Background: an optimization exercise with open tools, aiming at small area, a short achievable clock period and few clock cycles per item. Do not read the settings as production practice. The RTL was checked by simulation tests, not by an equivalence proof against the original design.

==> job 8253 <==
Design cifrari_perm, start of the top module:
module cifrari_perm (
    input  wire         clk,
    input  wire         rst,
    input  wire         in_valid,
    output wire         in_ready,
    input  wire [511:0] in_block,
    output wire         out_valid,
    output wire [511:0] out_block
);
==> module cifrari_perm, before the edit <==
module cifrari_perm (
    input  wire         clk,
    input  wire         rst,
    input  wire         in_valid,
    output wire         in_ready,
    input  wire [511:0] in_block,
    output wire         out_valid,
    output wire [511:0] out_block
);
    function automatic [31:0] rotl11(input [31:0] v); rotl11 = {v[20:0], v[31:21]}; endfunction
    function automatic [31:0] rotl17(input [31:0] v); rotl17 = {v[14:0], v[31:15]}; endfunction
    function automatic [31:0] rotl13(input [31:0] v); rotl13 = {v[18:0], v[31:19]}; endfunction
    function automatic [31:0] rotl7 (input [31:0] v); rotl7  = {v[24:0], v[31:25]}; endfunction
    reg  [511:0] r1;           
    reg  [511:0] r2;           
    reg  [511:0] r3;           
    reg          busy1, busy2, busy3, done1;
    reg          rdy;          
    reg  [5:0]   cnt1, cnt2, cnt3;   
    wire [511:0] s1, s2, s3;   
    wire [511:0] p3;           
    genvar g, r, j;
    generate
        for (g = 0; g < 4; g = g + 1) begin : mix
            wire [31:0] a  = r1[32*(g     ) +: 32];
            wire [31:0] b  = r1[32*(g +  4) +: 32];
            wire [31:0] c  = r1[32*(g +  8) +: 32];
            wire [31:0] d  = r1[32*(g + 12) +: 32];
            wire [31:0] a1, a2, b1;
            cifrari_add32 u_a1 (.a(a), .b(b), .ci(1'b0), .s(a1));
            wire [31:0] c1 = rotl11(c);
            wire [31:0] d1 = d ^ a1;
            wire [31:0] nc = ~c1;
            wire [31:0] cs = a ^ b ^ nc;
            wire [31:0] cc = (a & b) | (a & nc) | (b & nc);
            cifrari_add32 u_a2 (.a(cs), .b({cc[30:0], 1'b0}), .ci(1'b1), .s(a2));
            cifrari_add32 u_b1 (.a(b), .b(~c), .ci(1'b1), .s(b1));
            assign s1[32*(g     ) +: 32] = rotl13(a2);
            assign s1[32*(g +  4) +: 32] = rotl17(b1);
            assign s1[32*(g +  8) +: 32] = c1 ^ d1;
            assign s1[32*(g + 12) +: 32] = d1;
            wire [31:0] xa = r2[32*(g     ) +: 32];
            wire [31:0] xb = r2[32*(g +  4) +: 32];
            wire [31:0] xc = r2[32*(g +  8) +: 32];
            wire [31:0] xd = r2[32*(g + 12) +: 32];
            wire [31:0] d2, c3;
            cifrari_add32 u_d2 (.a(xd), .b(xb), .ci(1'b0), .s(d2));
            cifrari_add32 u_c3 (.a(xc), .b(xa), .ci(1'b0), .s(c3));
            assign s2[32*(g     ) +: 32] = xa;
            assign s2[32*(g +  4) +: 32] = ~(xb ^ d2);
            assign s2[32*(g +  8) +: 32] = ~c3;
            assign s2[32*(g + 12) +: 32] = d2;
            wire [31:0] ya = r3[32*(g     ) +: 32];
            wire [31:0] yb = r3[32*(g +  4) +: 32];
            wire [31:0] yc = r3[32*(g +  8) +: 32];
            wire [31:0] yd = r3[32*(g + 12) +: 32];
            wire [31:0] d3, nb4, c4;
            cifrari_add32 u_d3 (.a(yd), .b(yc), .ci(1'b1), .s(d3));
            cifrari_add32 u_b4 (.a(yb), .b(yc), .ci(1'b1), .s(nb4));
            cifrari_add32 u_c4 (.a(yb), .b(32'd0), .ci(1'b1), .s(c4));
            assign s3[32*(g     ) +: 32] = ya ^ d3;
            assign s3[32*(g +  4) +: 32] = ~nb4;
            assign s3[32*(g +  8) +: 32] = c4;
            assign s3[32*(g + 12) +: 32] = rotl7(d3);
        end
        for (r = 0; r < 4; r = r + 1) begin : prow
            for (j = 0; j < 4; j = j + 1) begin : pcol
                assign p3[32*(4*r + j) +: 32] = s3[32*(4*r + ((r - j + 4) % 4)) +: 32];
            end
        end
    endgenerate
    wire free3 = !busy3;
    always @(posedge clk) begin
        r2 <= s1;
        r3 <= s2;
        r1 <= free3 ? in_block : p3;
    end
    always @(posedge clk) begin
        if (rst) begin
            busy1 <= 1'b0;
            busy2 <= 1'b0;
            rdy   <= 1'b1;
            busy3 <= 1'b0;
            done1 <= 1'b0;
        end else begin
            busy2 <= busy1 && !done1;
            busy3 <= busy2;
            rdy   <= !busy2;
            busy1 <= free3 ? in_valid : busy3;
            done1 <= busy3 && (cnt3 == 6'd39);
        end
    end
    always @(posedge clk) begin
        cnt2 <= cnt1;
        cnt3 <= cnt2;
        cnt1 <= free3 ? 6'd0 : cnt3 + 6'd1;
    end
    assign in_ready  = rdy;
    assign out_valid = done1;
    assign out_block = r1;
endmodule
export LEC_CHECK = 0
export CAP_MARGIN = 40
export CORE_MARGIN = 2
export CORE_UTILIZATION = 60
export CTS_CLUSTER_DIAMETER = 80
export CTS_CLUSTER_SIZE = 20
export PLACE_DENSITY = 0.7
export SETUP_SLACK_MARGIN = 0.3
export SLEW_MARGIN = 40
create_clock -name core_clock -period 14.5 [get_ports {clk}]
standard.sh (not shown) runs the stock make flow with config.mk's settings and CLKGATE_MAP_FILE= SYNTH_SCRIPT=/design/flow/synth_recipe.tcl, a recipe that flattens the netlist after the stock synthesis.
==> flow/flow/run.sh <==
#!/bin/bash
set -euo pipefail
MARGIN=10.15
bash standard.sh SETUP_SLACK_MARGIN=$MARGIN \
    "BUFFER_PORTS_ARGS=-buffer_cell sky130_fd_sc_hd__buf_1" \
    finish > standard.log 2>&1
==> job 9344: changes against job 8253 <==
--- a/flow/design.v
+++ b/flow/design.v
@@ -56,37 +56,37 @@
             wire [31:0] c  = r1[32*(g +  8) +: 32];
             wire [31:0] d  = r1[32*(g + 12) +: 32];
-            wire [31:0] a1, a2, b1;
+            wire [31:0] nc = ~c;
+            wire [31:0] a1, b1;
             cifrari_add32 u_a1 (.a(a), .b(b), .ci(1'b0), .s(a1));
-            wire [31:0] c1 = rotl11(c);
-            wire [31:0] d1 = d ^ a1;
-            wire [31:0] nc = ~c1;
-            wire [31:0] cs = a ^ b ^ nc;
-            wire [31:0] cc = (a & b) | (a & nc) | (b & nc);
-            cifrari_add32 u_a2 (.a(cs), .b({cc[30:0], 1'b0}), .ci(1'b1), .s(a2));
-            cifrari_add32 u_b1 (.a(b), .b(~c), .ci(1'b1), .s(b1));
-            assign s1[32*(g     ) +: 32] = rotl13(a2);
+            cifrari_add32 u_b1 (.a(b), .b(nc), .ci(1'b1), .s(b1));
+            assign s1[32*(g     ) +: 32] = a1;
             assign s1[32*(g +  4) +: 32] = rotl17(b1);
-            assign s1[32*(g +  8) +: 32] = c1 ^ d1;
-            assign s1[32*(g + 12) +: 32] = d1;
+            assign s1[32*(g +  8) +: 32] = rotl11(nc);        
+            assign s1[32*(g + 12) +: 32] = d ^ a1;            
             wire [31:0] xa = r2[32*(g     ) +: 32];
             wire [31:0] xb = r2[32*(g +  4) +: 32];
             wire [31:0] xc = r2[32*(g +  8) +: 32];
             wire [31:0] xd = r2[32*(g + 12) +: 32];
-            wire [31:0] d2, c3;
-            cifrari_add32 u_d2 (.a(xd), .b(xb), .ci(1'b0), .s(d2));
-            cifrari_add32 u_c3 (.a(xc), .b(xa), .ci(1'b0), .s(c3));
-            assign s2[32*(g     ) +: 32] = xa;
-            assign s2[32*(g +  4) +: 32] = ~(xb ^ d2);
-            assign s2[32*(g +  8) +: 32] = ~c3;
+            wire [31:0] a2, d2;
+            cifrari_add32 u_a2 (.a(xa), .b(xc), .ci(1'b1), .s(a2));    
+            cifrari_add32 u_d2 (.a(xd), .b(xb), .ci(1'b0), .s(d2));    
+            assign s2[32*(g     ) +: 32] = rotl13(a2);        
+            assign s2[32*(g +  4) +: 32] = ~(xb ^ d2);        
+            assign s2[32*(g +  8) +: 32] = xc ^ xd;           
             assign s2[32*(g + 12) +: 32] = d2;
-            wire [31:0] ya = r3[32*(g     ) +: 32];
+            wire [31:0] pa = r3[32*(g     ) +: 32];
+            wire [31:0] ya = ~pa;
             wire [31:0] yb = r3[32*(g +  4) +: 32];
             wire [31:0] yc = r3[32*(g +  8) +: 32];
             wire [31:0] yd = r3[32*(g + 12) +: 32];
+            wire [31:0] ds = yd ^ yc ^ ya;
+            wire [31:0] dc = (yd & yc) | (yd & ya) | (yc & ya);
+            wire [31:0] bs = yb ^ yc ^ ya;
+            wire [31:0] bc = (yb & yc) | (yb & ya) | (yc & ya);
             wire [31:0] d3, nb4, c4;
-            cifrari_add32 u_d3 (.a(yd), .b(yc), .ci(1'b1), .s(d3));
-            cifrari_add32 u_b4 (.a(yb), .b(yc), .ci(1'b1), .s(nb4));
+            cifrari_add32 u_d3 (.a(ds), .b({dc[30:0], 1'b1}), .ci(1'b1), .s(d3));
+            cifrari_add32 u_b4 (.a(bs), .b({bc[30:0], 1'b1}), .ci(1'b1), .s(nb4));
             cifrari_add32 u_c4 (.a(yb), .b(32'd0), .ci(1'b1), .s(c4));
-            assign s3[32*(g     ) +: 32] = ya ^ d3;
+            assign s3[32*(g     ) +: 32] = pa ^ d3;
             assign s3[32*(g +  4) +: 32] = ~nb4;
             assign s3[32*(g +  8) +: 32] = c4;
==> flow/flow/run.sh (replaced) <==
#!/bin/bash
set -euo pipefail
MARGIN=10.3
bash standard.sh SETUP_SLACK_MARGIN=$MARGIN \
    "BUFFER_PORTS_ARGS=-buffer_cell sky130_fd_sc_hd__buf_1" \
    finish > standard.log 2>&1
--- a/flow/config.mk
+++ b/flow/config.mk
@@ -8,8 +8,8 @@
 export CAP_MARGIN = 40
 export CORE_MARGIN = 2
-export CORE_UTILIZATION = 60
+export CORE_UTILIZATION = 65
 export CTS_CLUSTER_DIAMETER = 80
 export CTS_CLUSTER_SIZE = 20
-export PLACE_DENSITY = 0.7
+export PLACE_DENSITY = 0.75
 export SETUP_SLACK_MARGIN = 0.3
 export SLEW_MARGIN = 40
==> key figures <==
Status
  – Status: complete, no violations

Worst setup path
  – Max FO, Critical Path: 2
  – R2R Path End: r1[22]

Placement
  – Place WS: 9.96 ns

Route
  – Met1 wire length: 124000 um

Finish
  – Clock buf count: 97

Min path
  – Hold endpoint: cnt3[4]
-- figures above: job 9344

==> key figures <==
Status
  – Status: complete, no violations

Route
  – Met1 wire length: 134000 um
  – Antenna Nets Post-Route: 0

Worst setup path
  – CP required: 11.60 ns
  – Max FO, Critical Path: 3

Min path
  – Hold endpoint: cnt2[4]

Placement
  – Place WS: 9.92 ns
-- figures above: job 8253

Testbench counts of job 8253, summed over its fixed seeds: cycles 21,640, items 512.
Testbench counts of job 9344, summed over its fixed seeds: cycles 21,640, items 512.

==> separate check: timing with driven ports <==
In the flow no input, the clock included, has a driving cell. The finished layouts below were timed again as built, in two steps.
Step 1 sets driving cells, clkbuf_16 on the clock port and buf_2 on the other inputs (assumed; they add their load-dependent delay and slew).
Step 2, shift: input delay + t, output delay - t, t = (earliest + latest rising clock arrival at the registers) / 2. This alone moves slack from input paths to output paths.
Three values: ideal, step 1, step 2; two values: the first two.
run | t (ns) | setup WS [ns] | hold slack, ns | worst setup path at the end | pins driven straight from the clock port
job 8253 | 0.839 | 10.107 / 10.013 / 10.232 | 0.334 / 0.334 / 0.334 | register to register | 1
job 9344 | 0.865 | 10.078 / 9.984 / 10.004 | 0.322 / 0.322 / 0.322 | input to register | 1
After both steps setup and hold are still met in every run listed. The setup slack of job 9344, which loses most, moves by -0.094 ns with the drivers and by -0.074 ns with both steps.
